This design comes from an exercise in tuning for small area, a short achievable clock period and few clock cycles per item on the open sky130 flow, not from production work. In this exercise RTL edits were held to simulation tests only and were not proved equivalent to the original.

===== flow/run.sh =====
#!/bin/bash
# synth_recipe.tcl (not shown) runs the flow's synth.tcl, then flattens the netlist and writes it again
# the make line also repeats each setting of config.mk as NAME=value (left out here)
make -C /OpenROAD-flow-scripts/flow DESIGN_CONFIG=/design/flow/config.mk WORK_HOME=/design/flow/orfs CLKGATE_MAP_FILE= SYNTH_SCRIPT=/design/flow/synth_recipe.tcl finish

===== flow/config.mk =====
export PLATFORM = sky130hd
export DESIGN_NAME = sha256_core
export DESIGN_NICKNAME = sha256_core
export VERILOG_FILES = /design/flow/design.v
export SDC_FILE = /design/flow/constraint.sdc
export NUM_CORES = 4
export LEC_CHECK = 0
export ABC_AREA = 1
export CAP_MARGIN = 20
export CORE_MARGIN = 2
export CORE_UTILIZATION = 40
export SLEW_MARGIN = 20

===== flow/constraint.sdc =====
create_clock -name core_clock -period 8.0 [get_ports {clk}]
set_input_delay 1.6000 -clock core_clock [delete_from_list [all_inputs] [get_ports {clk}]]
set_output_delay 1.6000 -clock core_clock [all_outputs]
set_load 0.01 [all_outputs]

===== flow/design.v =====
module sha256_k (
    input  wire        run,
    input  wire [5:0]  t,
    output reg  [31:0] k
);
    always @(*) begin
        case ({run, t})
            7'd64: k = 32'h71374491;
            7'd65: k = 32'hb5c0fbcf;
            7'd66: k = 32'he9b5dba5;
            7'd67: k = 32'h3956c25b;
            7'd68: k = 32'h59f111f1;
            7'd69: k = 32'h923f82a4;
            7'd70: k = 32'hab1c5ed5;
            7'd71: k = 32'hd807aa98;
            7'd72: k = 32'h12835b01;
            7'd73: k = 32'h243185be;
            7'd74: k = 32'h550c7dc3;
            7'd75: k = 32'h72be5d74;
            7'd76: k = 32'h80deb1fe;
            7'd77: k = 32'h9bdc06a7;
            7'd78: k = 32'hc19bf174;
            7'd79: k = 32'he49b69c1;
            7'd80: k = 32'hefbe4786;
            7'd81: k = 32'h0fc19dc6;
            7'd82: k = 32'h240ca1cc;
            7'd83: k = 32'h2de92c6f;
            7'd84: k = 32'h4a7484aa;
            7'd85: k = 32'h5cb0a9dc;
            7'd86: k = 32'h76f988da;
            7'd87: k = 32'h983e5152;
            7'd88: k = 32'ha831c66d;
            7'd89: k = 32'hb00327c8;
            7'd90: k = 32'hbf597fc7;
            7'd91: k = 32'hc6e00bf3;
            7'd92: k = 32'hd5a79147;
            7'd93: k = 32'h06ca6351;
            7'd94: k = 32'h14292967;
            7'd95: k = 32'h27b70a85;
            7'd96: k = 32'h2e1b2138;
            7'd97: k = 32'h4d2c6dfc;
            7'd98: k = 32'h53380d13;
            7'd99: k = 32'h650a7354;
            7'd100: k = 32'h766a0abb;
            7'd101: k = 32'h81c2c92e;
            7'd102: k = 32'h92722c85;
            7'd103: k = 32'ha2bfe8a1;
            7'd104: k = 32'ha81a664b;
            7'd105: k = 32'hc24b8b70;
            7'd106: k = 32'hc76c51a3;
            7'd107: k = 32'hd192e819;
            7'd108: k = 32'hd6990624;
            7'd109: k = 32'hf40e3585;
            7'd110: k = 32'h106aa070;
            7'd111: k = 32'h19a4c116;
            7'd112: k = 32'h1e376c08;
            7'd113: k = 32'h2748774c;
            7'd114: k = 32'h34b0bcb5;
            7'd115: k = 32'h391c0cb3;
            7'd116: k = 32'h4ed8aa4a;
            7'd117: k = 32'h5b9cca4f;
            7'd118: k = 32'h682e6ff3;
            7'd119: k = 32'h748f82ee;
            7'd120: k = 32'h78a5636f;
            7'd121: k = 32'h84c87814;
            7'd122: k = 32'h8cc70208;
            7'd123: k = 32'h90befffa;
            7'd124: k = 32'ha4506ceb;
            7'd125: k = 32'hbef9a3f7;
            7'd126: k = 32'hc67178f2;
            7'd127: k = 32'h428a2f98;
            default: k = 32'h428a2f98;
        endcase
    end
endmodule
module sha256_core (
    input  wire         clk,
    input  wire         rst,         
    input  wire         in_valid,
    output wire         in_ready,
    input  wire         in_init,
    input  wire [511:0] in_block,    
    output wire         out_valid,
    input  wire         out_ready,
    output wire [255:0] out_digest   
);
    localparam [255:0] IV = {32'h6a09e667, 32'hbb67ae85, 32'h3c6ef372, 32'ha54ff53a,
                             32'h510e527f, 32'h9b05688c, 32'h1f83d9ab, 32'h5be0cd19};
    reg [255:0] o_q;                  
    reg [31:0]  a, b, c, d, e, f, g, h;
    reg [511:0] w_q;                  
    reg [31:0]  hkw_q;                
    reg [5:0]   t_q;                  
    reg         run_q;                
    reg         run_w;                
    reg         run_a;                
    reg         run_k;                
    reg         fin_q;                
    reg         iv_q;                 
    reg         hiv_q;                
    reg         out_v_q;
    assign in_ready   = !run_q && !fin_q && (!out_v_q || out_ready);
    assign out_valid  = out_v_q;
    assign out_digest = o_q;
    wire accept = in_valid && in_ready;
    wire sel_iv = hiv_q || in_init;       
    wire [31:0] kt;
    sha256_k u_k (.run(run_k), .t(t_q), .k(kt));
    wire [31:0] h_init  = sel_iv ? IV[31:0] : o_q[31:0];
    wire [31:0] hk_x    = run_k ? g : h_init;
    wire [31:0] hk_y    = run_k ? w_q[479:448] : in_block[511:480];
    wire [31:0] hk_s    = hk_x ^ hk_y ^ kt;
    wire [31:0] hk_c    = {((hk_x & hk_y) | (hk_x & kt) | (hk_y & kt)), 1'b0};
    wire [31:0] hkw_next = hk_s + hk_c;
    wire [31:0] s1 = {e[5:0], e[31:6]} ^ {e[10:0], e[31:11]} ^ {e[24:0], e[31:25]};
    wire [31:0] ch = g ^ (e & (f ^ g));
    wire [31:0] s0 = {a[1:0], a[31:2]} ^ {a[12:0], a[31:13]} ^ {a[21:0], a[31:22]};
    wire [31:0] mj = (a & b) | (c & (a | b));
    wire [31:0] e1s = d ^ hkw_q ^ ch;
    wire [31:0] e1c = {((d & hkw_q) | (d & ch) | (hkw_q & ch)), 1'b0};
    wire [31:0] e2s = e1s ^ e1c ^ s1;
    wire [31:0] e2c = {((e1s & e1c) | (e1s & s1) | (e1c & s1)), 1'b0};
    wire [31:0] e_new = e2s + e2c;
    wire [31:0] a1s = hkw_q ^ ch ^ mj;
    wire [31:0] a1c = {((hkw_q & ch) | (hkw_q & mj) | (ch & mj)), 1'b0};
    wire [31:0] a2s = a1s ^ a1c ^ s0;
    wire [31:0] a2c = {((a1s & a1c) | (a1s & s0) | (a1c & s0)), 1'b0};
    wire [31:0] a3s = a2s ^ a2c ^ s1;
    wire [31:0] a3c = {((a2s & a2c) | (a2s & s1) | (a2c & s1)), 1'b0};
    wire [31:0] a_new = a3s + a3c;
    wire [31:0] w0  = w_q[511:480];
    wire [31:0] w1  = w_q[479:448];
    wire [31:0] w9  = w_q[223:192];
    wire [31:0] w14 = w_q[63:32];
    wire [31:0] ls0 = {w1[6:0], w1[31:7]} ^ {w1[17:0], w1[31:18]} ^ (w1 >> 3);
    wire [31:0] ls1 = {w14[16:0], w14[31:17]} ^ {w14[18:0], w14[31:19]} ^ (w14 >> 10);
    wire [31:0] m1s = w0 ^ w9 ^ ls0;
    wire [31:0] m1c = {((w0 & w9) | (w0 & ls0) | (w9 & ls0)), 1'b0};
    wire [31:0] m2s = m1s ^ m1c ^ ls1;
    wire [31:0] m2c = {((m1s & m1c) | (m1s & ls1) | (m1c & ls1)), 1'b0};
    wire [31:0] wnew = m2s + m2c;
    wire        sh  = (run_q && t_q[5:2] == 4'd15 && t_q[1:0] != 2'd0) || fin_q;
    reg  [31:0] iva, ive;
    always @(*) begin
        case (t_q[1:0])
            2'd1:    begin iva = IV[159:128]; ive = IV[31:0];  end
            2'd2:    begin iva = IV[191:160]; ive = IV[63:32]; end
            2'd3:    begin iva = IV[223:192]; ive = IV[95:64]; end
            default: begin iva = IV[255:224]; ive = IV[127:96]; end
        endcase
    end
    wire [31:0] basea = iv_q ? iva : o_q[159:128];
    wire [31:0] basee = iv_q ? ive : o_q[31:0];
    wire [31:0] suma  = basea + a;
    wire [31:0] sume  = basee + e;
    wire         last   = run_q && t_q == 6'd63;
    wire [255:0] ld     = sel_iv ? IV : o_q;
    always @(posedge clk) begin
        if (run_a)
            {a, b, c, d, e, f, g, h} <= {a_new, a, b, c, e_new, e, f, g};
        else
            {a, b, c, d, e, f, g, h} <= ld;
        if (run_w)
            w_q <= {w_q[479:0], wnew};
        else
            w_q <= in_block;
        hkw_q <= hkw_next;
        t_q  <= run_q ? t_q + 6'd1 : 6'd0;
        if (sh)
            o_q <= {suma, o_q[255:160], sume, o_q[127:32]};
    end
    always @(posedge clk) begin
        if (rst) begin
            run_q   <= 1'b0;
            run_w   <= 1'b0;
            run_a   <= 1'b0;
            run_k   <= 1'b0;
            fin_q   <= 1'b0;
            out_v_q <= 1'b0;
            hiv_q   <= 1'b1;
            iv_q    <= 1'b0;
        end else begin
            if (out_v_q && out_ready)
                out_v_q <= 1'b0;
            fin_q <= 1'b0;
            if (fin_q)
                out_v_q <= 1'b1;
            if (accept || last) begin
                run_w <= !run_w;
                run_a <= !run_a;
                run_k <= !run_k;
            end
            if (last) begin
                run_q <= 1'b0;
                fin_q <= 1'b1;
            end
            if (accept) begin
                run_q <= 1'b1;
                iv_q  <= sel_iv;
                hiv_q <= 1'b0;
            end
        end
    end
endmodule

==> results by group, run 1 <==
Yosys
  • Syn Area/Cell: ~7.8 um^2
  • Post-synthesis instance total: 7406
  • Area contributors post-synth: dfxtp_1, nand2_1, edfxtp_1, fa_1, inv_1
  • Number of synthesized register bits: 1038
  • Syn nets: roughly 8400
  • Count of cell types in the netlist: 58
  • EDFF count, synth: 256
  • Async set-reset flop share out of synthesis: 0%
  • Post-Syn Area: 57650 um^2
  • Area leader, netlist: dfxtp_1
  • Synth top area share: 27.16%
  • Most frequent cells after synthesis: nand2_1, inv_1, dfxtp_1, o21ai_0, nor2_1
  • Seq/Total Area, Yosys: approximately 40%
  • Most frequent cell after synthesis: nand2_1
  • Commonest register cell after synthesis: dfxtp_1
  • Syn. warnings: 2

Detailed routing
  • Avg WL per Cell: around 28 um
  • Vias: 53550
  • Pre-antenna DRT Iters: 7
  • # DRC: 0
  • DRT iter0 DRCs: 5499
  • Detail-routed via count per cell: 5.297
  • DRT antenna net count: 0
  • WL final: 282900 um

Global route
  • Tot GR Track Use: 37.44%
  • Total grt overflow: 0
  • Number of global-route vias before repair: 52690
  • Largest net degree at the start of global routing: 208
  • First-pass GRT wire length: about 390000 um
  • Initial antenna violation count: 29

STA
  • Worst slew margin relative to its limit: 13.00%
  • Skew final: 0.07541 ns
  • Final period util: between 60% and 70%
  • Setup ws final: approximately 2.8 ns
  • Worst hold margin: 0.3651 ns
  • Worst Tran Pin Value: approximately 1.3 ns
  • Endpoints failing setup: 0
  • Final Max Tran Viols: 0
  • Fin. Hold Viols: 0
  • RSZ-0062 raised after global routing: false
  • Period minus WS final: between 5 and 6 ns
  • Fmax: 0.1913 GHz
  • Setup TNS Final: 0 ns

Worst setup path
  • Worst r2r path cells: 14
  • Critical path required time: approximately 8.6 ns
  • Worst Setup Path Type: reg2reg
  • Reg-to-reg slack, setup: 2.77 ns
  • CP Launch Type: flip-flop
  • CP Max Fanout: 6
  • Worst EP arrival: 5.86 ns
  • Setup crit end kind: flip-flop

Clocking
  • Root Driver: clkbuf_16
  • Hold Buf Count CTS: 0
  • CTS Sinks: 1038
  • CTS tree: done
  • Later-pin clock latency in the skew report: between 0.7 and 0.8 ns
  • H-tree levels: 3
  • CTS Buffer Depth: 3
  • CTS resizes: 0
  • Reg clk slew, reported paths: around 0.07 ns
  • TritonCTS buffer count: 113
  • Post-CTS Setup Bufs: 0

Floorplan
  • FP Rows: 139
  • Die Ht: roughly 380 um
  • Die area: between 100000 and 150000 um^2
  • Initial core utilization: between 40% and 50%
  • Core Area: 143300 um^2
  • Die width: 383.6 um
  • Io pins: 775

Placed design
  • Final GP Congestion: 1.023
  • Pre-CTS WS: between 2 and 3 ns
  • Post-DP HPWL: 232600 um
  • Number of I/O port buffers: 774

Layout
  • Ratio of cells with drive above 1 in the final layout: 3.774%
  • Synth-to-Final Area Change: 23.51%
  • Sequential standard cell area: 23350 um^2
  • Final Net Count: 9074
  • # fillers: 14110
  • Footprint of the multi-input gates: 29640 um^2
  • Core Util, Final: between 40% and 50%

Outcome
  • Outcome: no timing/DRC/antenna violations

Run
  • Max-cap violation count: 0

Hold path
  • Worst hold path depth: 2
  • Worst Hold Class: reg2reg
==> kinds of logic after synthesis <==
kind of cell	synth area share (%)
fa+ha+maj	13.56
compound gates	9.461
buf+inv	8.139
xor+xnor	5.241
simple gates	23.11
flops	40.49
==> sequential cells by signal (all words and copies together), names as in the netlist, 6 cells and up <==
register  flops
e            32
w_q         512
f            32
hkw_q        32
o_q         256
d            32
t_q           6
g            32
c            32
a            32
b            32
==> per-layer routing <==
metal | part of all wire, % | wire [um] | track usage (%)
met2 | 46 | 130900 | 61.19
met5 | 0.022 | 61 | 0
met3 | 8.2 | 23250 | 8.006
met1 | 39 | 110700 | 45.75
met4 | 6.4 | 17970 | 21.11
==> layout make-up <==
cell class / count / area share (%)
flip-flops and latches: 1038 / 32.80
clock buffers: 148 / 4.411
diodes: 17 / 0.05975
inverters: 957 / 5.065
clock inverters: 63 / 1.075
repair buffers: 840 / 11.62
well taps: 1903 / 3.344
multi-input cells: 5142 / 41.63
==> path summary, 6_finish.rpt <==
| path | to | start |
|---|---|---|
| hold / removal | w_q[474]$_DFF_P_ | w_q[442]$_DFF_P_ |
| setup reg to reg | a[15]$_DFF_P_ | e[6]$_DFF_P_ |
| hold reg to reg | w_q[474]$_DFF_P_ | w_q[442]$_DFF_P_ |
| setup / recovery | a[15]$_DFF_P_ | e[6]$_DFF_P_ |
==> critical path: stages, from the launching register on <==
cell and delay, ns:
dfxtp_1 0.49, o21ai_0 1.01, fa_1 0.59, inv_1 0.10
fa_1 0.41, inv_1 0.08, fa_1 0.41, ha_1 0.38
a21oi_1 0.40, nand3_1 0.39, nand2_1 0.16, nand2_1 0.18
or2_2 0.33, nand3_1 0.09, nand2_1 0.06
==> layout by cell type, fill, tap and decap left out, types with 132 or more instances in the layout <==
cell type	n
a21oi_1	342
clkdlybuf4s50_1	774
dfxtp_1	777
edfxtp_1	256
fa_1	250
ha_1	215
inv_1	945
nand2_1	2496
nand3_1	298
nor2_1	399
o21ai_0	409
xnor2_1	132
xor2_1	213
==> per-stage QoR <==
step / cells / instance area (um^2)
after floorplan: 7406 / 57650
after global placement: 9879 / 67230
after detailed placement: 9880 / 67250
after CTS: 10090 / 71160
after global routing: 10100 / 71190
final: 10110 / 71200
Testbench counts, summed over its fixed seeds: cycles 79,208, items 1,200.
==> run 2, diff against run 1 <==
--- a/flow/config.mk
+++ b/flow/config.mk
@@ -5,7 +5,6 @@
 export SDC_FILE = /design/flow/constraint.sdc
 export NUM_CORES = 4
 export LEC_CHECK = 0
-export ABC_AREA = 1
 export CAP_MARGIN = 20
 export CORE_MARGIN = 2
 export CORE_UTILIZATION = 40
==> run 2 against run 1 <==
  * Hold slack improved by 0.058 ns
  * Flip-flop and latch count stayed put
  * Synthesized cell count down 34%
==> results by group, run 2 <==
Layout
  • Cell Count, Final, Fillers Out: 7488 (was 10110)
  • Footprint of the multi-input gates: 28090 um^2 (was 29640 um^2)
  • Final Net Count: 6584 (was 9074)
  • Core Util, Final: 50.52% (was 49.68%)
  • # fillers: 12090 (was 14110)
  • Top reg by flops: w_q (unchanged)
  • Max reg flops: 512 (unchanged)
  • Top Registers: w_q x512, o_q x256 (unchanged)
  • Ratio of cells with drive above 1 in the final layout: 15.10% (was 3.774%)
  • Sequential standard cell area: 23360 um^2 (was 23350 um^2)
  • Synth-to-Final Area Change: 25.05% (was 23.51%)
  • Commonest non-fill, non-tap cell in the layout: dfxtp_1 (was nand2_1)
  • Most frequent cells in the layout: dfxtp_1, clkdlybuf4s50_1, mux2_2 (was nand2_1, inv_1, dfxtp_1)

Floorplan
  • Die width: 371.4 um (was 383.6 um)
  • Die Ht: 371.4 um (was 383.6 um)
  • Core Area: 133600 um^2 (was 143300 um^2)
  • Initial core utilization: 40.40% (was 40.23%)
  • Io pins: 775 (unchanged)
  • FP Rows: 134 (was 139)
  • Die area: 137900 um^2 (was 147200 um^2)

Detailed routing
  • Pre-antenna DRT Iters: 8 (was 7)
  • DRT iter0 DRCs: 3197 (was 5499)
  • # DRC: 0 (unchanged)
  • Vias: 40590 (was 53550)
  • DRT antenna net count: 0 (unchanged)
  • Detail-routed via count per cell: 5.421 (was 5.297)
  • Avg WL per Cell: 29.82 um (was 27.99 um)
  • WL final: 223300 um (was 282900 um)

Clocking
  • Later-pin clock latency in the skew report: 0.76 ns (was 0.79 ns)
  • TritonCTS buffer count: 111 (was 113)
  • CTS resizes: 0 (unchanged)
  • Root Driver: clkbuf_16 (unchanged)
  • CTS Sinks: 1038 (unchanged)
  • CTS Buffer Depth: 3 (unchanged)
  • H-tree levels: 3 (unchanged)
  • Hold Buf Count CTS: 0 (unchanged)
  • CTS tree: done (unchanged)
  • Reg clk slew, reported paths: 0.06 ns (was 0.07 ns)
  • Post-CTS Setup Bufs: 0 (unchanged)

Worst setup path
  • CP Launch Type: input port (was flip-flop)
  • Worst Setup Path Type: in2reg (was reg2reg)
  • Worst r2r src: t_q[3]$_SDFF_PN0_ (was e[6]$_DFF_P_)
  • Reg-to-reg slack, setup: 1.85 ns (was 2.77 ns)
  • Setup crit end kind: flip-flop (unchanged)
  • Crit. Startpoint: in_init (was e[6]$_DFF_P_)
  • R2R Path End: hkw_q[30]$_DFF_P_ (was a[15]$_DFF_P_)
  • Worst EP arrival: 7.02 ns (was 5.86 ns)
  • Worst r2r path cells: 18 (was 14)
  • Critical Path End: hkw_q[30]$_DFF_P_ (was a[15]$_DFF_P_)
  • CP Max Fanout: 22 (was 6)
  • Critical path required time: 8.69 ns (was 8.63 ns)

STA
  • Fmax: 0.1580 GHz (was 0.1913 GHz)
  • Worst slew margin relative to its limit: 24.91% (was 13.00%)
  • Final period util: 79.12% (was 65.35%)
  • Endpoints failing setup: 0 (unchanged)
  • Worst Tran Pin Value: 1.121 ns (was 1.291 ns)
  • Skew final: 0.04685 ns (was 0.07541 ns)
  • Setup TNS Final: 0 ns (unchanged)
  • Final Max Tran Viols: 0 (unchanged)
  • RSZ-0062 raised after global routing: false (unchanged)
  • Fin. Hold Viols: 0 (unchanged)
  • Period minus WS final: 6.330 ns (was 5.228 ns)

Global route
  • Tot GR Track Use: 31.58% (was 37.44%)
  • Largest net degree at the start of global routing: 172 (was 208)
  • Total grt overflow: 0 (unchanged)
  • First-pass GRT wire length: 307100 um (was 389900 um)
  • Number of global-route vias before repair: 41040 (was 52690)
  • Initial antenna violation count: 52 (was 29)

Yosys
  • Syn Area/Cell: 11.05 um^2 (was 7.784 um^2)
  • Post-Syn Area: 53980 um^2 (was 57650 um^2)
  • Synth Area in Compound Gates: 12.70% (was 9.461%)
  • Synth Area in Adders: 14.72% (was 13.56%)
  • Post-Synth XOR/XNOR Area: 6.960% (was 5.241%)
  • Area contributors post-synth: dfxtp_1, edfxtp_1, mux2_2, fa_1, xnor2_1 (was dfxtp_1, nand2_1, edfxtp_1, fa_1, inv_1)
  • Number of synthesized register bits: 1038 (unchanged)
  • Seq/Total Area, Yosys: 43.24% (was 40.49%)
  • Post-synthesis instance total: 4884 (was 7406)
  • Count of cell types in the netlist: 86 (was 58)
  • Area leader, netlist: dfxtp_1 (unchanged)
  • Mux share of post-synthesis cell area: 12.14% (was 0%)
  • Commonest register cell after synthesis: dfxtp_1 (unchanged)
  • Most frequent cell after synthesis: dfxtp_1 (was nand2_1)
  • Synth top area share: 29.00% (was 27.16%)
  • Syn. warnings: 2 (unchanged)
  • Largest family of logic cells by synthesized area: adder cells (was simple AND/OR/NAND/NOR gates)
  • EDFF count, synth: 256 (unchanged)
  • Most frequent cells after synthesis: dfxtp_1, mux2_2, inv_1, xnor2_1, edfxtp_1 (was nand2_1, inv_1, dfxtp_1, o21ai_0, nor2_1)
  • Async set-reset flop share out of synthesis: 0% (unchanged)
  • Syn nets: 5866 (was 8388)
  • Simple-gate share of the synthesized area: 5.452% (was 23.11%)

Hold path
  • Worst Hold Class: reg2reg (unchanged)
  • Worst hold path depth: 1 (was 2)

Placed design
  • Final GP Congestion: 0.9875 (was 1.023)
  • Post-DP HPWL: 178700 um (was 232600 um)
  • Number of I/O port buffers: 774 (unchanged)
  • Inst Count DP: 7257 (was 9880)

Outcome
  • Outcome: no timing/DRC/antenna violations (unchanged)

Run
  • Max-cap violation count: 0 (unchanged)
[run 2: kinds of logic after synthesis]
kind of cell | Yosys count
xor+xnor | 429
fa+ha+maj | 490
buf+inv | 688
flops | 1038
simple gates | 655
compound gates | 1006
mux | 578
[run 2: layout make-up]
type / count / share of cell area, %
Clock inverter: 34 / 0.6320
Multi-Input combinational cell: 3158 / 41.61
Tap cell: 1768 / 3.277
Inverter: 431 / 2.398
Antenna cell: 24 / 0.08897
Timing Repair Buffer: 862 / 12.57
Clock buffer: 173 / 4.821
Sequential cell: 1038 / 34.60
[run 2: critical path, cell delays in order]
cell             delay, ns
clkdlybuf4s50_1       0.49
nor2_1                0.42
nand2_1               0.71
o21ai_0               0.56
fa_1                  0.50
ha_1                  0.39
a21o_1                0.18
a221oi_1              0.40
o32ai_1               0.15
buf_4                 0.17
o31ai_1               0.62
o211ai_1              0.28
a221oi_1              0.37
xnor2_1               0.16
[run 2: routing by layer]
layer  up-vias  wire length (um)  track usage, %
li1      18460                 -               -
met1     20060             84150           36.41
met2      1633            110900           55.45
met3       449             14100           5.422
met4         0             14150           17.42
met5         -                 0               0
[run 2: worst min-delay path by stage]
| stage | start | to |
|---|---|---|
| 6_report | w_q[129]$_DFF_P_ | w_q[161]$_DFF_P_ |
| 3_5_place_dp | w_q[337]$_DFF_P_ | w_q[369]$_DFF_P_ |
| 3_3_place_gp | w_q[313]$_DFF_P_ | w_q[345]$_DFF_P_ |
| 5_1_grt | w_q[129]$_DFF_P_ | w_q[161]$_DFF_P_ |
| 4_1_cts | w_q[4]$_DFF_P_ | w_q[36]$_DFF_P_ |
| 2_1_floorplan | w_q[68]$_DFF_P_ | w_q[100]$_DFF_P_ |
[run 2: metrics by stage]
step	area, um^2	hold slack [ns]	setup WS [ns]
detailed placement	63760	0.4384	1.028
global route	67490	0.4453	1.593
CTS	67450	0.4241	1.840
floorplan	54000	0.4329	0.006150
global placement	63760	0.4361	1.154
finish	67510	0.4229	1.670

[port drivers added, routing unchanged]
Ports are ideal in the flow. The routed layouts listed here were re-timed in OpenROAD. Step 1 (the two cells are an assumption about what drives the block):
set clk [get_ports {clk}]
set_driving_cell -lib_cell sky130_fd_sc_hd__clkbuf_16 $clk
set_driving_cell -lib_cell sky130_fd_sc_hd__buf_2 [delete_from_list [all_inputs] $clk]
Step 2 adds t to the input delays and takes it off the output delays; t is the mean of the earliest and latest rising clock arrival at the registers after step 1. Input paths then give back, and output paths get back, about the clock's delay inside the block. Slacks: ideal ports / drivers / drivers and shift; pairs: ideal ports / drivers.
run | shift t [ns] | setup slack, ns | slew at the worst register clock pin (ns)
run 1 | 0.845 | 2.772 / 2.772 / 2.284 | 0.07 / 0.07
run 2 | 0.824 | 1.670 / 1.721 / 0.898 | 0.07 / 0.07
After both steps every run listed still meets setup and hold. For run 2, which loses most, drivers alone change the setup slack by +0.051 ns; drivers and shift together by -0.772 ns.
